Context: an optimization exercise on an open-source flow, tuned for small area, a short achievable clock period and few clock cycles per item. The choices shown serve that exercise and are no tape-out recipe.
Function was checked by simulation only, so behaviour that the tests miss may differ from the original.
Power is estimated from default activity; no workload was simulated.

**flow/design.v**
```verilog
module pite_xform (
    input  wire        clk,
    input  wire        rst_n,         
    input  wire [2:0]  cfg_op,        
    input  wire        cfg_perch,
    input  wire        cfg_chen,
    input  wire [1:0]  cfg_chsel,
    input  wire [31:0] cfg_opnd0,
    input  wire [31:0] cfg_opnd1,
    input  wire [31:0] cfg_opnd2,
    input  wire [7:0]  cfg_outmin,
    input  wire [7:0]  cfg_outmax,
    input  wire [7:0]  cfg_rmin,
    input  wire [7:0]  cfg_rmax,
    input  wire        in_valid,
    output wire        in_ready,
    input  wire [7:0]  in_data,
    input  wire [2:0]  in_tag,
    output wire        out_valid,
    input  wire        out_ready,
    output wire [7:0]  out_data
);
    parameter [8:0] CUT = 9'b0_1010_1010;
    parameter       ATYPE = 1;
    localparam integer NCUT = CUT[1]+CUT[2]+CUT[3]+CUT[4]+CUT[5]+CUT[6]+CUT[7]+CUT[8];
    localparam integer CAP = NCUT + 4;
    localparam OP_SADD   = 3'd1;
    localparam OP_SSUB   = 3'd2;
    localparam OP_SMUL   = 3'd3;
    localparam OP_SDIV   = 3'd4;
    localparam OP_CSTR   = 3'd6;
    localparam OP_BPLANE = 3'd7;
    wire acc   = in_valid & in_ready;
    wire cstr  = (cfg_op == OP_CSTR);
    wire short = (cfg_op == OP_SADD) | (cfg_op == OP_SSUB) | (cfg_op == OP_BPLANE);
    wire [1:0]  k    = in_tag[1:0];
    wire        sel  = !cfg_chen || (k == cfg_chsel);
    wire [31:0] n    = !cfg_perch ? cfg_opnd0 :
                       (k == 2'd1) ? cfg_opnd1 :
                       (k == 2'd2) ? cfg_opnd2 : cfg_opnd0;
    wire        n_hi8  = |n[31:8];
    wire        n_hi24 = |n[31:24];
    wire        n_hi25 = |n[31:25];
    wire        n_zero = ~|n;
    wire [7:0]  v      = in_data;
    wire [8:0]  add9    = {1'b0, v} + {1'b0, n[7:0]};
    wire [7:0]  add_res = (n_hi8 | add9[8]) ? 8'd255 : add9[7:0];
    wire [8:0]  sub9    = {1'b0, v} - {1'b0, n[7:0]};
    wire [7:0]  sub_res = (n_hi8 | sub9[8]) ? 8'd0 : sub9[7:0];
    wire [7:0]  bp_res  = v[in_tag] ? 8'd255 : 8'd0;
    reg  [7:0]  sh_res;
    always @(*) begin
        case (cfg_op)
        OP_SADD: sh_res = sel ? add_res : v;
        OP_SSUB: sh_res = sel ? sub_res : v;
        default: sh_res = bp_res;
        endcase
    end
    wire [8:0]  sd_hi = {1'b0, n[24:17]} + {1'b0, v};
    reg  [25:0] a_i;      
    reg  [7:0]  m_i;      
    reg         d_i;      
    reg         f_i;      
    always @(*) begin
        a_i = {1'b0, v, 17'd0};
        m_i = 8'd0;
        d_i = 1'b0;
        f_i = 1'b0;
        if (sel) begin
            if (cfg_op == OP_SMUL) begin
                a_i = 26'h001_0000;
                m_i = v;
                f_i = n_hi24 & (|v);
            end else if (n_zero) begin
                f_i = 1'b1;
            end else if (n_hi25) begin
                a_i = 26'd0;
            end else begin
                a_i = {sd_hi, n[16:0]};
                d_i = 1'b1;
            end
        end
    end
    wire [8:0]  dout9  = {1'b0, cfg_outmax} - {1'b0, cfg_outmin};
    wire [8:0]  den9   = {1'b0, cfg_rmax} - {1'b0, cfg_rmin};
    wire [8:0]  in_u   = {1'b0, v} - {1'b0, cfg_rmin};
    reg  [7:0]  adout_r, den_r, au;
    reg         sgn_r, degen_r, uneg, val_c;
    always @(posedge clk) begin
        adout_r <= dout9[8] ? (cfg_outmin - cfg_outmax) : dout9[7:0];
        den_r   <= den9[8] ? (cfg_rmin - cfg_rmax) : den9[7:0];
        sgn_r   <= dout9[8] ^ den9[8];
        degen_r <= (cfg_rmax == cfg_rmin);
        au      <= in_u[8] ? (cfg_rmin - v) : in_u[7:0];
        uneg    <= in_u[8];
        val_c   <= rst_n & acc & cstr;
    end
    wire        cs_s  = sgn_r ^ uneg;
    wire [15:0] cs_p  = adout_r * au;
    wire [17:0] cs_n  = {1'b0, cs_p, 1'b0} + {10'd0, den_r} - {17'd0, cs_s};
    reg  [25:0] a_r [0:9];
    reg  [24:0] b_r [0:9];
    reg  [7:0]  m_r [0:9];
    reg         d_r [0:9];
    reg         f_r [0:9];
    reg         s_r [0:9];
    reg         val_r [0:9];
    always @(posedge clk) begin
        if (cstr) begin
            a_r[9] <= degen_r ? {1'b0, cfg_outmin, 17'd0} : {8'd0, cs_n};
            b_r[9] <= {17'd0, den_r};
            m_r[9] <= 8'd0;
            d_r[9] <= !degen_r;
            f_r[9] <= 1'b0;
        end else begin
            a_r[9] <= a_i;
            b_r[9] <= n[24:0];
            m_r[9] <= m_i;
            d_r[9] <= d_i;
            f_r[9] <= f_i;
        end
        s_r[9]   <= cs_s;
        val_r[9] <= rst_n & (cstr ? val_c : (acc & !short));
    end
    genvar j, t;
    generate
        for (j = 8; j >= 0; j = j - 1) begin : step
            localparam integer W = 25 - j;         
            wire [25:0] a_s = a_r[j+1];
            wire [24:0] b_s = b_r[j+1];
            wire [7:0]  m_s = m_r[j+1];
            wire        d_s = d_r[j+1];
            wire        f_s = f_r[j+1];
            wire        hz;
            if (j == 0) begin : nohi
                assign hz = 1'b1;
            end else begin : hi
                assign hz = ~|b_s[24:25-j];
            end
            wire [W-1:0] x = d_s ? ~b_s[W-1:0] : b_s[W-1:0];
            wire [W-1:0] sum;
            wire         co;
            if (j == 8) begin : cmp
                assign co  = {1'b0, a_s[25:9]} >= {1'b0, b_s[16:0]};
                assign sum = a_s[25:9];
            end else begin : addsub
                pite_add #(.W(W), .TYPE(ATYPE)) add (.a(a_s[25:j+1]), .b(x), .ci(d_s), .s(sum), .co(co));
            end
            wire         qb  = co & hz;                        
            wire         mb;
            if (j < 8) begin : mbit
                assign mb = m_s[j];
            end else begin : nombit
                assign mb = 1'b0;
            end
            wire         ov  = co | sum[W-1] | ~hz;            
            wire         upd = (j == 8) ? 1'b0 : (d_s ? qb : mb);
            wire [25:0]  a_n;
            assign a_n[25:j+1] = upd ? sum : a_s[25:j+1];
            assign a_n[j:0] = a_s[j:0];
            wire [7:0] m_n;
            for (t = 0; t < 8; t = t + 1) begin : mm
                if (t == j) begin : q
                    assign m_n[t] = d_s ? qb : m_s[t];
                end else begin : p
                    assign m_n[t] = m_s[t];
                end
            end
            wire f_n = f_s | (d_s ? ((j == 8) & qb) : (mb & ov));
            if (CUT[j] && j > 0) begin : rg
                always @(posedge clk) begin
                    a_r[j] <= a_n; b_r[j] <= b_s; m_r[j] <= m_n;
                    d_r[j] <= d_s; f_r[j] <= f_n; s_r[j] <= s_r[j+1];
                    val_r[j] <= rst_n & val_r[j+1];
                end
            end else begin : wr
                always @(*) begin
                    a_r[j] = a_n; b_r[j] = b_s; m_r[j] = m_n;
                    d_r[j] = d_s; f_r[j] = f_n; s_r[j] = s_r[j+1];
                    val_r[j] = val_r[j+1];
                end
            end
        end
    endgenerate
    wire [25:0] a_e = a_r[0];
    wire [7:0]  q_e = m_r[0];
    wire        d_e = d_r[0];
    wire        f_e = f_r[0];
    wire        s_e = s_r[0];
    wire [8:0]  cs_up = {1'b0, cfg_outmin} + {1'b0, q_e};
    wire [8:0]  cs_dn = {1'b0, cfg_outmin} - {1'b0, q_e};
    reg  [7:0]  res;
    always @(*) begin
        if (short)
            res = sh_res;
        else if (!d_e)
            res = f_e ? 8'd255 : a_e[24:17];
        else if (!cstr)
            res = f_e ? 8'd255 : q_e;
        else if (!s_e)
            res = (f_e | cs_up[8]) ? 8'd255 : cs_up[7:0];
        else
            res = (f_e | cs_dn[8]) ? 8'd0 : cs_dn[7:0];
    end
    wire r_val = short ? acc : val_r[0];
    localparam integer FD = CAP;
    reg  [7:0] fifo [0:FD-1];
    reg  [3:0] wp, rp, cnt;
    reg  [3:0] inflight;
    reg        rdy, nonempty;
    assign out_valid = nonempty;
    assign out_data  = fifo[rp];
    wire del   = nonempty & out_ready;
    wire [3:0] inflight_n = inflight + {3'd0, acc} - {3'd0, del};
    wire [3:0] cnt_n = cnt + {3'd0, r_val} - {3'd0, del};
    always @(posedge clk) begin
        if (r_val) fifo[wp] <= res;
        if (!rst_n) begin
            wp <= 4'd0; rp <= 4'd0; cnt <= 4'd0; nonempty <= 1'b0;
            inflight <= 4'd0; rdy <= 1'b0;
        end else begin
            if (r_val) wp <= (wp == FD-1) ? 4'd0 : wp + 4'd1;
            if (del)   rp <= (rp == FD-1) ? 4'd0 : rp + 4'd1;
            cnt <= cnt_n;
            nonempty <= (cnt_n != 4'd0);
            inflight <= inflight_n;
            rdy <= (inflight_n < CAP);
        end
    end
    assign in_ready = rdy;
endmodule
module pite_add #(parameter W = 8, parameter TYPE = 1) (
    input  wire [W-1:0] a,
    input  wire [W-1:0] b,
    input  wire         ci,
    output wire [W-1:0] s,
    output wire         co
);
    generate
        if (TYPE == 1 || TYPE == 2 || TYPE == 3) begin : pfx
            reg [W:0] g, p;
            integer i, l, m;
            always @(*) begin
                g = {a & b, ci};
                p = {a ^ b, 1'b0};
                if (TYPE == 1) begin
                    for (l = 1; l <= W; l = l * 2)
                        for (i = W; i >= 0; i = i - 1)
                            if ((i / l) % 2 == 1) begin
                                m = (i / l) * l - 1;
                                g[i] = g[i] | (p[i] & g[m]);
                                p[i] = p[i] & p[m];
                            end
                end else if (TYPE == 2) begin
                    for (l = 1; l <= W; l = l * 2)
                        for (i = W; i >= 0; i = i - 1)
                            if ((i + 1) % (2 * l) == 0) begin
                                g[i] = g[i] | (p[i] & g[i - l]);
                                p[i] = p[i] & p[i - l];
                            end
                    for (l = l / 2; l >= 1; l = l / 2)
                        for (i = W; i >= 0; i = i - 1)
                            if ((i + 1) % (2 * l) == l && i >= 2 * l) begin
                                g[i] = g[i] | (p[i] & g[i - l]);
                                p[i] = p[i] & p[i - l];
                            end
                end else begin
                    for (i = 1; i <= W; i = i + 1)
                        g[i] = g[i] | (p[i] & g[i - 1]);
                end
            end
            assign s  = (a ^ b) ^ g[W-1:0];
            assign co = g[W];
        end else begin : plus
            assign {co, s} = {1'b0, a} + {1'b0, b} + {{W{1'b0}}, ci};
        end
    endgenerate
endmodule
```
**flow/config.mk**
```make
export PLATFORM = sky130hd
export DESIGN_NAME = pite_xform
export DESIGN_NICKNAME = pite_xform
export VERILOG_FILES = /design/flow/design.v
export SDC_FILE = /design/flow/constraint.sdc
export NUM_CORES = 4
export LEC_CHECK = 0
export ABC_AREA = 1
export CAP_MARGIN = 20
export CORE_MARGIN = 2
export CORE_UTILIZATION = 60
export SLEW_MARGIN = 20
```
**flow/run.sh**
```bash
#!/bin/bash
# synth_recipe.tcl (not shown) runs the flow's synth.tcl, then flattens the netlist and writes it again
# the make line also repeats each setting of config.mk as NAME=value (left out here)
make -C /OpenROAD-flow-scripts/flow DESIGN_CONFIG=/design/flow/config.mk WORK_HOME=/design/flow/orfs CLKGATE_MAP_FILE= SYNTH_SCRIPT=/design/flow/synth_recipe.tcl finish
```
**flow/constraint.sdc**
```tcl
create_clock -name core_clock -period 12.5 [get_ports {clk}]
set_input_delay 2.5000 -clock core_clock [delete_from_list [all_inputs] [get_ports {clk}]]
set_output_delay 2.5000 -clock core_clock [all_outputs]
set_load 0.01 [all_outputs]
```
==> results.sh, run 1 <==
export IMPL_outcome="no timing/DRC/antenna violations"
export IMPL_arrival_ns=7.02
export IMPL_ctsHoldBuffers=0
export IMPL_placed_area_um2=32500
export IMPL_yosys_warnings=16
export IMPL_clk_path_buf_depth=3
export IMPL_slew_violations=0
export IMPL_clock_skew_ns=0.0283
export IMPL_synth_nets=4616
export IMPL_antenna_found_initial=2
export IMPL_grt_pass1_wl_mm=130
export IMPL_htree_levels=2
export IMPL_hold_ws_ns=0.319
export IMPL_final_cell_mix="nand2_1 (990), inv_1 (563), dfxtp_1 (359), ha_1 (335), nor2_1 (259)"
export IMPL_leakage_nw=17.8
export IMPL_vias=25900
export IMPL_synth_seq_cells=423
export IMPL_synthToLayoutAreaGrowth_pct=12.0
export IMPL_ios=160
export IMPL_place_hpwl_mm=64.1
export IMPL_finalInstanceArea_um2=34200
export IMPL_syn_cell_area_um2=30500
export IMPL_start_util_pct=60.9
export IMPL_drive_above_1_share_pct=3.73
export IMPL_wl_per_cell_um=16.6
export IMPL_grt_pass1_vias=24600
export IMPL_tightest_slew_ns=1.15
export IMPL_synth_edf_count=64
export IMPL_n_fill_cell=4354
export IMPL_ir_drop_mv=0.585
export IMPL_rsz0062_at_grt="no"
export IMPL_final_common_cell="nand2_1"
export IMPL_viasPerCell=5.30
export IMPL_crit_required_ns=12.82
export IMPL_ys_types=62
export IMPL_hold_class="flop to flop"
export IMPL_drt_first_iter_violations=1929
export IMPL_die_area_um2=52700
export IMPL_drc=0
export IMPL_fin_tns_setup_ns=0
export IMPL_cts_setup_buffers=0
export IMPL_start_kind="primary input"
export IMPL_clockRootBuffer="clkbuf_16"
export IMPL_grt_max_degree=34
export IMPL_syn_area_per_cell_um2=7.53
export IMPL_die_y_um=230
export IMPL_finalCritPeriodShare_pct=53.6
export IMPL_synthCells=4053
export IMPL_cts_tree="built"
export IMPL_firstDrtPassIters=5
export IMPL_endpoint_kind="flop"
export IMPL_seq_area_frac_synth_pct=29.8
export IMPL_cts_made_buffers=47
export IMPL_rows=82
export IMPL_synthArstFlopShare_pct=0
export IMPL_insertion_delay_ns=0.59
export IMPL_critical_path_class="primary input to flop"
export IMPL_cts_sinks=423
export IMPL_power_density_nw_per_um2=286
export IMPL_hold_violations=0
export IMPL_grt_ovfl_total=0
export IMPL_io_buffers=159
export IMPL_final_nets=4729
export IMPL_totalWireLength_mm=80.7
export IMPL_max_cap_violations=0
export IMPL_clkTransAtPathRegs_ns=0.06
export IMPL_setup_viol=0
export IMPL_relSlewSlack_pct=22.9
export IMPL_grtUsageTotal_pct=30.7
export IMPL_synthFlopType="dfxtp_1"
export IMPL_cts_resized_gates=0
export IMPL_die_width_um=230
export IMPL_antenna_left=0
export IMPL_period_minus_slack_ns=6.70
export IMPL_core_area_um2=50200
export IMPL_cp_max_fo=24
export IMPL_gp_congestion=0.963
export IMPL_fmax_ghz=0.149
## cells in the mapped netlist (31+ instances only)
cell type    n  area [um^2]
nor2_1     259          972
nand3_1    226         1130
fa_1        78         1560
xor2_1     199         1740
and2_1      46          288
xnor2_1     70          613
inv_1      563         2110
nor3_1      31          155
clkbuf_1    56          210
nand3b_1    74          556
o21ai_0    151          756
dfxtp_1    359         7190
nand4_1     32          200
ha_1       335         4190
edfxtp_1    64         1920
nand2_1    990         3720
a21oi_1    232         1160
## kinds of logic (layout without fill, tap and decap cells)
family                     count (synthesis)  after routing  synth area share, %
AOI/OAI and AO/OA                        542            542                 10.1
xor gates and xnor gates                 269            269                 7.71
muxes                                     13             13                0.438
other                                      0              1                    0
buffers and inverters                    684            835                 8.87
adders and majority gates                413            413                 18.8
and+or+nand+nor                         1709           1709                 24.2
DFF                                      423            423                 29.8
## power by group
part	total, mW	switching [mW]	internal, mW
combinational	6.54	4.18	2.35
clock	1.45	0.587	0.864
sequential	1.78	0.180	1.60
## stage by stage
step | power (mW) | setup WS [ns] | util (%) | instances
final | 9.77 | 5.80 | 68.2 | 4877
after global routing | 10.7 | 5.39 | 68.2 | 4876
after CTS | 9.68 | 5.76 | 68.1 | 4875
after global placement | 8.15 | 5.20 | 64.8 | 4788
after detailed placement | 8.17 | 5.16 | 64.8 | 4788
after floorplan | 6.54 | 6.96 | - | 4053
## flip-flops by register name, indices dropped and copies added (netlist names), 5 cells and up, named ones only
signal,count
f_r,5
a_r,125
au,8
s_r,5
fifo,64
den_r,8
m_r,40
b_r,125
val_r,5
d_r,5
adout_r,8
## critical path: stages
cell,delay (ns)
clkdlybuf4s50_1,0.74
inv_2,0.14
nand2_1,0.17
nand2_2,0.09
nand2_4,0.20
inv_2,0.12
o21ai_0,0.49
inv_1,0.16
ha_1,0.48
nand2_1,0.08
inv_1,0.07
nand4_1,0.08
nand3_1,0.14
a21oi_1,0.08
o21bai_1,0.52
nand4_1,0.19
nand2_1,0.10
nand3_1,0.09
nand2_1,0.08
nor2_1,0.08
a21oi_1,0.39
## layout make-up
type                    instances  area [um^2]  share of cell area, %
well taps                     672          841                   2.46
clock inverters                27          325                  0.951
multi-input cells            2946        18700                   54.8
inverters                     574         2160                   6.31
flip-flops and latches        423         9110                   26.6
clock buffers                  60         1330                   3.88
diodes                          1         2.50                0.00732
repair buffers                174         1710                   5.00
## routing by layer
metal	global-route usage (%)	vias up	share of wire, %
met5	0	-	0.016
met4	8.85	2	2.7
met3	4.25	123	5.5
met2	48.1	733	44
met1	44.1	11700	48
li1	-	13300	-
## final timing paths
path | cells after the start | endpoint | start | slack [ns]
worst max-delay path | 21 | fifo[1][1] | in_tag[0] | 5.80
worst min-delay path | 0 | m_r[7][3] | m_r[9][3] | 0.32
worst max register to register | 29 | a_r[9][17] | au[2] | 5.90
worst min register to register | 0 | m_r[7][3] | m_r[9][3] | 0.32
Testbench counts, summed over its fixed seeds: cycles 15,470, items 14,056.
==> run 2: changes to the inputs <==
--- a/flow/config.mk
+++ b/flow/config.mk
@@ -10,3 +10,3 @@
 export CORE_MARGIN = 2
-export CORE_UTILIZATION = 60
+export CORE_UTILIZATION = 40
 export SLEW_MARGIN = 20
==> results.sh, run 2 <==
export IMPL_wl_per_cell_um=16.1
export IMPL_crit_path_top_delay_cell="clkdlybuf4s50_1"
export IMPL_cp_top_family="compound AO/OA/AOI/OAI gates"
export IMPL_rsz0062_at_grt="no"
export IMPL_synth_most_common_cell="nand2_1"
export IMPL_critPathMaxStageDelay_ns=0.75
export IMPL_synth_area_leaders="dfxtp_1 (24%), ha_1 (14%), nand2_1 (12%)"
export IMPL_period_minus_slack_ns=6.68
export IMPL_endpoint_kind="flop"
export IMPL_cts_tree="built"
export IMPL_max_cap_violations=0
export IMPL_min_to="m_r[5][3]"
export IMPL_totalWireLength_mm=83.3
export IMPL_cp_max_fo=24
export IMPL_ctsHoldBuffers=0
export IMPL_grt_ovfl_total=0
export IMPL_syn_area_per_cell_um2=7.53
export IMPL_place_hpwl_mm=67.4
export IMPL_grt_max_degree=34
export IMPL_gp_congestion=0.894
export IMPL_io_buffers=159
export IMPL_drive_above_1_share_pct=3.71
export IMPL_hold_class="flop to flop"
export IMPL_syn_cell_area_um2=30500
export IMPL_cts_setup_buffers=0
export IMPL_ys_types=62
export IMPL_rr_worst_depth=27
export IMPL_start_util_pct=40.3
export IMPL_ir_drop_mv=0.967
export IMPL_die_width_um=280
export IMPL_grtUsageTotal_pct=21.3
export IMPL_clock_skew_ns=0.0355
export IMPL_leakage_nw=17.8
export IMPL_clk_path_buf_depth=3
export IMPL_cts_sinks=423
export IMPL_hold_path_depth=0
export IMPL_synth_top_area_cell="dfxtp_1"
export IMPL_finalCritPeriodShare_pct=53.5
export IMPL_final_cell_mix="nand2_1 (990), inv_1 (563), dfxtp_1 (358), ha_1 (335), nor2_1 (259)"
export IMPL_synthCells=4053
export IMPL_fmax_ghz=0.150
export IMPL_fin_total_pwr_mw=9.90
export IMPL_htree_levels=2
export IMPL_grt_pass1_vias=24000
export IMPL_r2r_start="d_r[3]"
export IMPL_yosys_top_cells_count="nand2_1 (990), inv_1 (563), dfxtp_1 (359)"
export IMPL_synthFlopType="dfxtp_1"
export IMPL_antenna_found_initial=2
export IMPL_critical_path_class="primary input to flop"
export IMPL_synth_seq_cells=423
export IMPL_synth_edf_count=64
export IMPL_slew_violations=0
export IMPL_rrSetupSlack_ns=6.09
export IMPL_hold_ws_ns=0.302
export IMPL_rows=101
export IMPL_n_fill_cell=7557
export IMPL_final_common_cell="nand2_1"
export IMPL_synthArstFlopShare_pct=0
export IMPL_cp_buffers_inverters=5
export IMPL_power_density_nw_per_um2=286
export IMPL_ios=160
export IMPL_relSlewSlack_pct=26.3
export IMPL_setup_viol=0
export IMPL_fin_tns_setup_ns=0
export IMPL_dp_slack_ns=5.04
export IMPL_vias=25500
export IMPL_timing_final_ws_setup_ns=5.82
export IMPL_die_y_um=280
export IMPL_clkTransAtPathRegs_ns=0.06
export IMPL_core_area_um2=75800
export IMPL_seq_area_frac_synth_pct=29.8
export IMPL_drt_first_iter_violations=1674
export IMPL_final_nets=4731
export IMPL_die_area_um2=78600
export IMPL_yosys_warnings=16
export IMPL_clockRootBuffer="clkbuf_16"
export IMPL_r2r_end="a_r[1][2]"
export IMPL_cts_resized_gates=0
export IMPL_hp_start="m_r[7][3]"
export IMPL_outcome="no timing/DRC/antenna violations"
export IMPL_arrival_ns=7.02
export IMPL_tightest_slew_ns=1.10
export IMPL_reg_top3="a_r: 125 flops, b_r: 125 flops, fifo: 64 flops"
export IMPL_synth_nets=4616
export IMPL_path_common_cell="nand2_1"
export IMPL_antenna_left=0
export IMPL_insertion_delay_ns=0.61
export IMPL_firstDrtPassIters=6
export IMPL_cts_made_buffers=47
export IMPL_synthToLayoutAreaGrowth_pct=13.5
export IMPL_synth_top_area_share_pct=23.5
export IMPL_start_kind="primary input"
export IMPL_drc=0
export IMPL_viasPerCell=4.91
export IMPL_grt_pass1_wl_mm=133
export IMPL_crit_required_ns=12.84
export IMPL_path_cells="clkdlybuf4s50_1 > inv_2 > nand2_1 > nand2_2 > nand2_4 > inv_2 > o21ai_0 > inv_1 > ha_1 > nand2_1 > inv_1 > nand4_1 > nand3_1 > a21oi_1 > o21bai_1 > nand4_1 > nand2_1 > nand3_1 > nand2_1 > nor2_1 > a21oi_1"
export IMPL_hold_violations=0
-- run 2: cell counts after synthesis --
Identical to the previous run, type by type.
-- run 2: worst max-delay path by stage --
| stage | startpoint | endpoint | slack, ns | cells past startpoint |
|---|---|---|---|---|
| floorplan | au[2] | a_r[9][17] | 6.96 | 30 |
| global placement | in_tag[0] | fifo[1][7] | 5.03 | 18 |
| detailed placement | in_tag[0] | fifo[2][7] | 5.04 | 18 |
| CTS | in_tag[0] | fifo[4][7] | 5.66 | 18 |
| global route | d_r[3] | a_r[1][2] | 5.34 | 26 |
| finish | in_tag[0] | fifo[2][1] | 5.82 | 21 |
-- run 2: metrics by stage --
stage	utilization (%)	instances	area, um^2
floorplan	-	4053	30500
global placement	43.4	5097	32900
detailed placement	43.4	5097	32900
CTS	45.7	5185	34600
global route	45.7	5185	34700
finish	45.7	5186	34700
-- run 2: cell families (layout without fill, tap and decap cells) --
| family | count (synthesis) | count (layout) | share of synthesized area (%) |
|---|---|---|---|
| buffers and inverters | 684 | 838 | 8.87 |
| XOR/XNOR | 269 | 269 | 7.71 |
| AO/OA/AOI/OAI | 542 | 542 | 10.1 |
| AND/OR/NAND/NOR | 1709 | 1709 | 24.2 |
| multiplexers | 13 | 13 | 0.438 |
| other | 0 | 1 | 0 |
| adder cells (fa/ha/maj) | 413 | 413 | 18.8 |
| flip-flops | 423 | 423 | 29.8 |
-- run 2: layout make-up --
type / count / area (um^2) / share of cell area, %
multi-input cells: 2946 / 18700 / 54.0
flip-flops and latches: 423 / 9110 / 26.3
inverters: 574 / 2160 / 6.22
repair buffers: 176 / 1720 / 4.96
clock buffers: 63 / 1320 / 3.80
well taps: 978 / 1220 / 3.53
clock inverters: 25 / 402 / 1.16
diodes: 1 / 2.50 / 0.00722
-- run 2: power breakdown --
part           switching (mW)  leakage [nW]  total (mW)  internal [mW]
combinational            4.26          13.4        6.60           2.35
sequential              0.185          3.56        1.79           1.60
clock                   0.587         0.827        1.51          0.918
-- run 2: metal layers --
metal  share of wire [%]  track usage (%)  wire (um)  vias to the layer above
li1                    -                -          -                    13300
met1                  50             30.8      41400                    11500
met2                  43             33.7      36000                      603
met3                 4.9             2.46       4050                       98
met4                 2.2             5.31       1830                        2
met5               0.016                0         13                        -

[static timing again, ports no longer ideal]
In the flow no input, the clock included, has a driving cell. The finished layouts below were timed again as built, in two steps. Step 1, drivers: a clkbuf_16 drives clk and a buf_2 each remaining input, both assumed. Step 2 moves the port delays by t, midway between the first and last clock arrival at a register: inputs arrive t later, outputs are due t later. That takes back most of the time a late clock gives input paths. a / b / c = ideal / step 1 / step 2; a / b = the first two.
| run | t, ns | setup WS [ns] | worst setup path after step 2 | worst data-port slew with drivers (ns) |
|---|---|---|---|---|
| run 1 | 0.643 | 5.800 / 5.840 / 5.197 | input to register | 0.07 |
| run 2 | 0.656 | 5.817 / 5.857 / 5.201 | input to register | 0.07 |
After both steps setup and hold are still met in every run listed. For run 2, which loses most, drivers alone change the setup slack by +0.040 ns; drivers and shift together by -0.616 ns.
